From an optimization exercise on the open Yosys and OpenROAD flow, aimed at small area; shortcuts taken in it are not production practice. Function was checked by simulation only, so behaviour that the tests miss may differ from the original. Power figures rest on the tool's default switching activity, not on a simulated workload.

==> run a <==
==> flow/design.v <==
module smbus_engine #(
    parameter CAP      = 48,    
    parameter FE_DELAY = 2      
) (
    input  wire        clk,
    input  wire        rst,
    input  wire        cmd_valid,
    output wire        cmd_ready,
    input  wire [7:0]  cmd_op,
    input  wire [3:0]  cmd_bus,
    input  wire [7:0]  cmd_addr,
    input  wire [7:0]  cmd_byte,
    input  wire [15:0] cmd_val16,
    input  wire [7:0]  cmd_t,
    input  wire [1:0]  cmd_datw,
    input  wire [1:0]  cmd_datr,
    input  wire        cmd_ed,
    input  wire        cfg_fast,
    input  wire [4:0]  cfg_nbus,
    input  wire [7:0]  cfg_max_retries,
    output wire        res_valid,
    output wire [3:0]  res_code,
    output wire [15:0] res_val,
    output wire [8:0]  res_size,
    output wire [8:0]  res_entry,
    output wire [7:0]  res_attempt,
    output wire        ev_valid,
    output wire [1:0]  ev_kind,
    output wire [1:0]  ev_reg,
    output wire [31:0] ev_wdata,
    input  wire        ev_ready,
    input  wire [31:0] ev_rdata,
    output wire [5:0]  buf_addr,
    output wire        buf_we,
    output wire [7:0]  buf_wdata,
    input  wire [7:0]  buf_rdata
);
    localparam E_OK = 4'd0, E_FEMPTY = 4'd1, E_TIMEOUT = 4'd3,
               E_BUFSMALL = 4'd8, E_SHAPE = 4'd9, E_NOBUS = 4'd12;
    localparam [4:0] S_IDLE = 5'b0_00_11,    
                     S_DONE = 5'b0_01_11,    
                     S_SEQ  = 5'b0_01_01,    
                     S_COL  = 5'b0_11_00,    
                     S_FEW  = 5'b0_00_10,    
                     S_PRD  = 5'b0_10_00,    
                     S_PWT  = 5'b0_01_10,    
                     S_RRD  = 5'b1_10_00,    
                     S_RW1  = 5'b1_10_01,    
                     S_RWT  = 5'b0_10_10,    
                     S_RW2  = 5'b0_10_01;    
    localparam [1:0] P_SINGLE = 2'b00, P_DISC = 2'b10, P_MAIN = 2'b11, P_FAST = 2'b01;
    reg [4:0]  state;
    reg        rdp;            
    reg        blk;            
    reg        i2c;            
    reg [3:0]  bus;
    reg [6:0]  addr;
    reg [7:0]  cbyte;
    reg [15:0] val16;
    reg [1:0]  t2;             
    reg        tbig;           
    reg [1:0]  dat;            
    reg        ed;
    reg [7:0]  max_retries;
    reg [1:0]  pass;
    reg [8:0]  size;           
    reg [7:0]  attempt;
    reg [5:0]  cnt;            
    reg [29:0] dr;             
    reg [3:0]  err;
    wire [10:0] elapsed = {dr[29:20], dr[15]};
    wire [3:0]  fe_n    = dr[19:16];
    wire [15:0] rdv     = {dr[15:8], dr[7:0]};
    wire [10:0] el_step = {elapsed[9:0], elapsed[10] ^ elapsed[8]};
    wire [3:0]  fe_step = {fe_n[2:0], fe_n[3] ^ fe_n[2]};
    localparam [3:0] FE_SEED = 4'h2;               
    wire hs = ev_ready;        
    wire [31:0] r = ev_rdata;
    wire [5:0] cnt_inc = cnt + 6'd1;
    wire       last    = ({3'd0, cnt_inc} == size);
    wire       c_rw    = cmd_op[0];
    wire [3:0] c_size  = cmd_op[4:1];
    wire       c_cls0  = (cmd_op[7:5] == 3'd0);
    wire c_quick = c_cls0 && c_size == 4'd0;
    wire c_byte  = c_cls0 && c_size == 4'd1;
    wire c_bdata = c_cls0 && c_size == 4'd2;
    wire c_wdata = c_cls0 && c_size == 4'd3;
    wire c_block = c_cls0 && c_size == 4'd5;
    wire c_i2cb  = c_cls0 && c_size == 4'd8;
    wire c_valid = c_quick | c_byte | c_bdata | c_wdata | c_block | c_i2cb;
    wire [7:0] blen = buf_rdata;                    
    wire o_i2c = cmd_op[4];
    wire o_blk = cmd_op[4] | cmd_op[3];
    wire shape_bad = (o_blk && !c_rw && blen >= 8'd48) ||
                     (o_i2c && c_rw && blen >= 8'd61);
    reg [5:0] plan_ss;
    always @(*) begin
        if (o_i2c)        plan_ss = c_rw ? 6'd3 : 6'd2;
        else if (o_blk)   plan_ss = c_rw ? (cfg_fast ? 6'd3 : 6'd4) : 6'd3;
        else              plan_ss = {4'd0, cmd_op[2:1]} + 6'd1 + {5'd0, cmd_op[2] & c_rw};
        if (o_i2c | (o_blk & ~c_rw)) plan_ss = plan_ss + blen[5:0];
    end
    reg [10:0] budget;
    always @(*) begin
        if (tbig) budget = 11'h737;
        else case (t2)
            2'd0: budget = 11'h33f;
            2'd1: budget = 11'h453;
            2'd2: budget = 11'h3f0;
            default: budget = 11'h014;
        endcase
    end
    wire i0 = (cnt == 6'd0);
    wire i1 = (cnt == 6'd1);
    wire i2 = (cnt == 6'd2);
    wire ilt3 = (cnt[5:2] == 4'd0) & ~(cnt[1] & cnt[0]);
    wire [7:0] payload = blk ? buf_rdata : (cnt[0] ? val16[15:8] : val16[7:0]);
    wire       d_lsb   = rdp & (~i0 | (size[8:2] == 7'd0) & ~(size[1] & size[0]));
    wire [7:0] d_w     = i1 ? cbyte : (i0 | rdp) ? {addr, d_lsb} : payload;
    wire       dod     = ~rdp | (ilt3 & ~(i1 & size[1] & ~size[0] & size[8:2] == 7'd0));
    wire [31:0] req = {cnt[3:0],                     
                       bus,                          
                       i0 | (rdp & i2),              
                       dod,                          
                       ~(dod | last),                
                       last,                         
                       t2,                           
                       last ? dat : 2'd0,            
                       pass == P_FAST && i2,         
                       last & ed,                    
                       i0 ? size[5:0] : 6'd0,        
                       d_w};                         
    wire check_ti = !(pass == P_FAST && cnt >= 6'd3);
    reg [3:0] vcode;
    always @(*) begin
        vcode = E_OK;
        if (r[10])                                  vcode = 4'd2;
        else if (r[9])                              vcode = 4'd3;
        else if (r[8])                              vcode = 4'd4;
        else if (r[11])                             vcode = 4'd5;
        else if (check_ti && r[15:12] != cnt[3:0])  vcode = 4'd6;
        else if (r[30])                             vcode = 4'd7;
    end
    wire       col   = (state == S_COL);
    wire [1:0] off   = {col | ~i2c, col ^ i2c};
    wire [6:0] bidx  = {1'b0, cnt} - {5'd0, off};
    wire       store = (pass[0] | (pass == P_SINGLE & i2c & rdp)) & ~bidx[6];
    wire       over  = bidx[5] & bidx[4];           
    assign cmd_ready   = (state == S_IDLE);
    assign res_valid   = (state == S_DONE);
    assign res_code    = err;
    assign res_val     = rdv;
    assign res_size    = size;
    assign res_entry   = (cnt == 6'd63) ? 9'h1FF : {3'd0, cnt};
    assign res_attempt = attempt;
    wire seq = (state == S_SEQ);
    assign ev_valid = ~(state[1] & state[0]);
    assign ev_kind  = state[1:0];
    assign ev_reg   = state[3:2] & {2{~state[1]}};
    assign ev_wdata = seq ? req :
                      (state == S_FEW) ? FE_DELAY :
                      (state == S_PWT) ? 32'd1 :
                      (state == S_RWT) ? 32'd10 :
                      {state[4], 1'b1, dr};
    wire disc_bad = pass == P_DISC && last && r[7:0] > 8'd59;
    wire [3:0] col_code = r[31] ? E_FEMPTY :
                          (vcode != E_OK) ? vcode :
                          ((store & over) | disc_bad) ? E_BUFSMALL : E_OK;
    wire accept = col & hs & ~r[31] & (vcode == E_OK) & ~(store & over);
    assign buf_we    = accept & store;
    assign buf_addr  = (state == S_IDLE) ? 6'd0 : bidx[5:0];
    assign buf_wdata = r[7:0];
    always @(posedge clk) begin
        begin
            case (state)
                S_IDLE: begin
                        rdp         <= c_rw;
                        blk         <= o_blk;
                        i2c         <= o_i2c;
                        bus         <= cmd_bus;
                        addr        <= cmd_addr[6:0];
                        cbyte       <= cmd_byte;
                        val16       <= cmd_val16;
                        t2          <= cmd_t[1:0];
                        tbig        <= |cmd_t[7:2];
                        dat         <= c_rw ? cmd_datr : cmd_datw;
                        ed          <= cmd_ed;
                        max_retries <= cfg_max_retries;
                        attempt     <= 8'd0;
                        cnt         <= 6'd0;
                        size        <= {3'd0, plan_ss};
                        pass        <= (o_blk & ~o_i2c & c_rw) ? (cfg_fast ? P_FAST : P_DISC) : P_SINGLE;
                        err         <= (c_valid && {1'b0, cmd_bus} >= cfg_nbus) ? E_NOBUS : E_SHAPE;
                        if (cmd_valid)
                            state <= (!c_valid || {1'b0, cmd_bus} >= cfg_nbus || cmd_addr[7] || shape_bad)
                                     ? S_DONE : S_SEQ;
                end
                S_SEQ: begin
                    dr[19:16] <= FE_SEED;
                    {dr[29:20], dr[15]} <= budget;
                    if (hs) begin
                        if (last) begin
                            cnt        <= 6'd0;
                            state      <= (pass == P_FAST) ? S_PRD : S_COL;
                        end else begin
                            cnt <= cnt_inc;
                        end
                    end
                end
                S_COL: begin
                    if (cnt[0]) dr[15:0] <= {8'd0, r[7:0]};
                    else        dr[15:8] <= r[7:0];
                    err <= col_code;
                    if (hs) begin
                        dr[19:16] <= r[31] ? fe_step : FE_SEED;
                        if (r[31]) begin
                            if (&fe_n) begin
                                state <= S_RRD;
                            end else begin
                                state     <= S_FEW;
                            end
                        end else if (vcode != E_OK) begin
                            state <= S_RRD;
                        end else if (store & over) begin
                            state <= S_RRD;
                        end else begin
                            cnt       <= cnt_inc;
                            if ((pass == P_FAST && cnt == 6'd3) || (pass == P_DISC && last && r[7:0] <= 8'd59))
                                size <= 9'd4 + {1'b0, r[7:0]};
                            if ((pass == P_FAST && cnt == 6'd3) ? (r[7:0] == 8'd0) : (last && !(pass == P_FAST && cnt == 6'd2))) begin
                                if (pass == P_DISC) begin
                                    if (r[7:0] > 8'd59) begin
                                        cnt   <= 6'd63;
                                        state <= S_RRD;
                                    end else begin
                                        pass  <= P_MAIN;
                                        cnt   <= 6'd0;
                                        state <= S_SEQ;
                                    end
                                end else begin
                                    state <= S_DONE;
                                end
                            end
                        end
                    end
                end
                S_FEW: if (hs) state <= S_COL;
                S_PRD: begin
                    err <= E_TIMEOUT;
                    if (hs) begin
                        if (!r[26]) begin
                            state <= S_COL;
                        end else if (&elapsed) begin
                            cnt   <= 6'd63;
                            state <= S_RRD;
                        end else begin
                            state <= S_PWT;
                        end
                    end
                end
                S_PWT: begin
                    if (hs) begin
                        {dr[29:20], dr[15]} <= el_step;
                        state    <= S_PRD;
                    end
                end
                S_RRD: begin
                    dr <= r[29:0];                  
                    if (hs) state <= S_RW1;
                end
                S_RW1: if (hs) state <= S_RWT;
                S_RWT: if (hs) state <= S_RW2;
                S_RW2: begin
                    if (hs) begin
                        if (!err[3] && attempt != max_retries) begin
                            attempt <= attempt + 8'd1;
                            cnt     <= 6'd0;
                            if (pass[1]) begin
                                pass <= P_DISC;
                                size <= 9'd4;
                            end else if (pass[0]) begin
                                size <= 9'd3;
                            end
                            state   <= S_SEQ;
                        end else begin
                            state <= S_DONE;
                        end
                    end
                end
                default: state <= S_IDLE;    
            endcase
        end
        if (rst) state <= S_IDLE;
    end
endmodule
==> flow/flow/run.sh <==
#!/bin/bash
# Layout flow: the standard flow (standard.sh) with these settings of its own:
#  - synthesis is the standard synthesis script, with an area-oriented ABC mapping
#    script (flow/abc_area.script) in place of ORFS's abc_speed.script; it maps only
#    the combinational logic, so the registers are the standard synthesis's;
#  - the port buffers are sky130_fd_sc_hd__buf_1 (every input and output port still
#    gets its buffer);
#  - clock tree synthesis uses clkbuf_4 buffers and inserts no dummy loads.
# Each step's output goes to a log file here (synth.log, standard.log); ORFS keeps a log
# per step under orfs/logs.
set -euo pipefail
rm -rf abc_scripts
cp -r "$FLOW_HOME/scripts" abc_scripts
cp flow/abc_area.script abc_scripts/abc_speed.script
bash standard.sh "SCRIPTS_DIR=$PWD/abc_scripts" synth > synth.log 2>&1
bash standard.sh \
  "BUFFER_PORTS_ARGS=-buffer_cell sky130_fd_sc_hd__buf_1" \
  "CTS_ARGS=-sink_clustering_enable -repair_clock_nets -buf_list sky130_fd_sc_hd__clkbuf_4 -dont_use_dummy_load" \
  finish > standard.log 2>&1
==> flow/flow/abc_area.script <==
&get -n
&st
&dch -f
&nf -a -F 10 -A 10
&st
&dch -f
&nf -a -F 10 -A 10
&st
&dch -f
&nf -a -F 10 -A 10
&put
topo
stime -c
==> flow/standard.sh <==
#!/bin/bash
# synth_recipe.tcl (not shown) runs the flow's synth.tcl, then flattens the netlist and writes it again
# the make line also repeats each setting of config.mk as NAME=value (left out here)
make -C /OpenROAD-flow-scripts/flow DESIGN_CONFIG=/design/flow/config.mk WORK_HOME=/design/flow/orfs CLKGATE_MAP_FILE= SYNTH_SCRIPT=/design/flow/synth_recipe.tcl "${@:-finish}"
==> flow/config.mk <==
export PLATFORM = sky130hd
export DESIGN_NAME = smbus_engine
export DESIGN_NICKNAME = smbus_engine
export VERILOG_FILES = /design/flow/design.v
export SDC_FILE = /design/flow/constraint.sdc
export NUM_CORES = 4
export LEC_CHECK = 0
export CAP_MARGIN = 20
export CORE_MARGIN = 2
export CORE_UTILIZATION = 40
export PLACE_DENSITY = 0.6
export SLEW_MARGIN = 20
==> flow/constraint.sdc <==
create_clock -name core_clock -period 5.0 [get_ports {clk}]
set_input_delay 1.0000 -clock core_clock [delete_from_list [all_inputs] [get_ports {clk}]]
set_output_delay 1.0000 -clock core_clock [all_outputs]
set_load 0.01 [all_outputs]
==> run b: changes against run a <==
--- a/flow/design.v
+++ b/flow/design.v
@@ -89,16 +89,17 @@
     wire c_i2cb  = c_cls0 && c_size == 4'd8;
     wire c_valid = c_quick | c_byte | c_bdata | c_wdata | c_block | c_i2cb;
     wire [7:0] blen = buf_rdata;                    
-    wire o_i2c = cmd_op[4];
-    wire o_blk = cmd_op[4] | cmd_op[3];
-    wire shape_bad = (o_blk && !c_rw && blen >= 8'd48) ||
-                     (o_i2c && c_rw && blen >= 8'd61);
+    wire shape_bad = ((c_block | c_i2cb) && !c_rw && blen >= 8'd48) ||
+                     (c_i2cb && c_rw && blen >= 8'd61);
     reg [5:0] plan_ss;
     always @(*) begin
-        if (o_i2c)        plan_ss = c_rw ? 6'd3 : 6'd2;
-        else if (o_blk)   plan_ss = c_rw ? (cfg_fast ? 6'd3 : 6'd4) : 6'd3;
-        else              plan_ss = {4'd0, cmd_op[2:1]} + 6'd1 + {5'd0, cmd_op[2] & c_rw};
-        if (o_i2c | (o_blk & ~c_rw)) plan_ss = plan_ss + blen[5:0];
+        plan_ss = 6'd0;
+        if (c_quick)      plan_ss = 6'd1;
+        else if (c_byte)  plan_ss = 6'd2;
+        else if (c_bdata) plan_ss = 6'd3 + {5'd0, c_rw};        
+        else if (c_wdata) plan_ss = 6'd4 + {5'd0, c_rw};        
+        else if (c_block) plan_ss = c_rw ? (cfg_fast ? 6'd3 : 6'd4) : blen[5:0] + 6'd3;
+        else if (c_i2cb)  plan_ss = blen[5:0] + (c_rw ? 6'd3 : 6'd2);
     end
     reg [10:0] budget;
     always @(*) begin
@@ -175,8 +176,8 @@
             case (state)
                 S_IDLE: begin
                         rdp         <= c_rw;
-                        blk         <= o_blk;
-                        i2c         <= o_i2c;
+                        blk         <= c_block | c_i2cb;
+                        i2c         <= c_i2cb;
                         bus         <= cmd_bus;
                         addr        <= cmd_addr[6:0];
                         cbyte       <= cmd_byte;
@@ -189,7 +190,7 @@
                         attempt     <= 8'd0;
                         cnt         <= 6'd0;
                         size        <= {3'd0, plan_ss};
-                        pass        <= (o_blk & ~o_i2c & c_rw) ? (cfg_fast ? P_FAST : P_DISC) : P_SINGLE;
+                        pass        <= (c_block & c_rw) ? (cfg_fast ? P_FAST : P_DISC) : P_SINGLE;
                         err         <= (c_valid && {1'b0, cmd_bus} >= cfg_nbus) ? E_NOBUS : E_SHAPE;
                         if (cmd_valid)
                             state <= (!c_valid || {1'b0, cmd_bus} >= cfg_nbus || cmd_addr[7] || shape_bad)
@@ -212,11 +213,11 @@
                     else        dr[15:8] <= r[7:0];
                     err <= col_code;
                     if (hs) begin
-                        dr[19:16] <= r[31] ? fe_step : FE_SEED;
                         if (r[31]) begin
                             if (&fe_n) begin
                                 state <= S_RRD;
                             end else begin
+                                dr[19:16] <= fe_step;
                                 state     <= S_FEW;
                             end
                         end else if (vcode != E_OK) begin
@@ -224,12 +225,14 @@
                         end else if (store & over) begin
                             state <= S_RRD;
                         end else begin
+                            dr[19:16] <= FE_SEED;
                             cnt       <= cnt_inc;
-                            if ((pass == P_FAST && cnt == 6'd3) || (pass == P_DISC && last && r[7:0] <= 8'd59))
+                            if ((pass == P_FAST && cnt == 6'd3) || (pass == P_DISC && last))
                                 size <= 9'd4 + {1'b0, r[7:0]};
                             if ((pass == P_FAST && cnt == 6'd3) ? (r[7:0] == 8'd0) : (last && !(pass == P_FAST && cnt == 6'd2))) begin
                                 if (pass == P_DISC) begin
                                     if (r[7:0] > 8'd59) begin
+                                        size  <= 9'd4;
                                         cnt   <= 6'd63;
                                         state <= S_RRD;
                                     end else begin
==> flow/flow/run.sh (replaced) <==
#!/bin/bash
# Layout flow: the standard flow (standard.sh, unchanged synthesis, floorplan,
# power grid, placement, routing), with two settings of its own:
#  - the port buffers are sky130_fd_sc_hd__buf_1 instead of the default pick
#    (every input and output port still gets its buffer);
#  - clock tree synthesis uses clkbuf_4 buffers and inserts no dummy loads.
# The make output goes to standard.log; each ORFS step keeps its own log under orfs/logs.
set -euo pipefail
bash standard.sh \
  "BUFFER_PORTS_ARGS=-buffer_cell sky130_fd_sc_hd__buf_1" \
  "CTS_ARGS=-sink_clustering_enable -repair_clock_nets -buf_list sky130_fd_sc_hd__clkbuf_4 -dont_use_dummy_load" \
  finish > standard.log 2>&1
removed: flow/flow/abc_area.script
==> run_results.csv <==
group,metric,value,unit
status,outcome,"no timing/DRC/antenna violations",
timing,finClkSkew,0.0515,ns
cells_and_area,clock_area_frac,0.0159,
worst_setup_path,critPathBufInv,4,
pwr,clkPwrFrac,0.112,
drt,drt-met1-wl,8870,um
cells_and_area,nNonClkInverters,35,
cells_and_area,final_layout_size_suffix_gt1_frac,0.0549,
synthesis,synth_compound_area_frac,0.187,
cells_and_area,fin_cells,1095,
cells_and_area,multi_input_cells,474,
synthesis,syn_avg_cell_area,10.4,sq um
cells_and_area,dominant-cell-class,"flip-flops and latches",
synthesis,synth_xor_area_frac,0.0340,
synthesis,syn-num-nets,802,
cells_and_area,final_area,8020,sq um
global_routing,grt_max_degree,46,
global_routing,grtUsageMet2,0.404,
drt,dr_wl_met2,10700,um
That was run a.
==> run_results.csv <==
group,metric,value,unit
cells_and_area,final_layout_size_suffix_gt1_frac,0.0622,
synthesis,syn_avg_cell_area,9.87,sq um
cells_and_area,diodes,1,
cells_and_area,multi_input_cells,536,
cells_and_area,fin_cells,1162,
synthesis,synth_xor_area_frac,0.0535,
synthesis,syn-num-nets,897,
drt,dr_wl_met2,11000,um
timing,finClkSkew,0.0328,ns
cells_and_area,nNonClkInverters,34,
status,outcome,"no timing/DRC/antenna violations",
drt,drt-met1-wl,9620,um
synthesis,synth_compound_area_frac,0.173,
global_routing,grt_max_degree,36,
global_routing,grtUsageMet2,0.383,
That was run b.

[separate check: timing with driven ports]
The results above use ideal ports. As a check the final layouts listed here were re-extracted and re-timed, cells and wires unchanged.
Step 1 (the two cells are an assumption about what drives the block):
set clk [get_ports {clk}]
set_driving_cell -lib_cell sky130_fd_sc_hd__clkbuf_16 $clk
set_driving_cell -lib_cell sky130_fd_sc_hd__buf_2 [delete_from_list [all_inputs] $clk]
Step 2, shift: input delay + t, output delay - t, t = (earliest + latest rising clock arrival at the registers) / 2. This alone moves slack from input paths to output paths.
Three values: ideal ports, drivers, drivers and shift; two values: the first two.
| run | shift t [ns] | setup slack, ns | hold slack, ns | latest minus earliest clock arrival (ns) | slew at the worst register clock pin (ns) |
|---|---|---|---|---|---|
| run a | 0.548 | 0.283 / 0.248 / 0.796 | 0.528 / 0.528 / 0.528 | 0.052 / 0.052 | 0.12 / 0.12 |
| run b | 0.545 | 0.235 / 0.196 / 0.741 | 0.570 / 0.570 / 0.570 | 0.040 / 0.040 | 0.11 / 0.11 |
After both steps setup and hold are still met in every run listed.
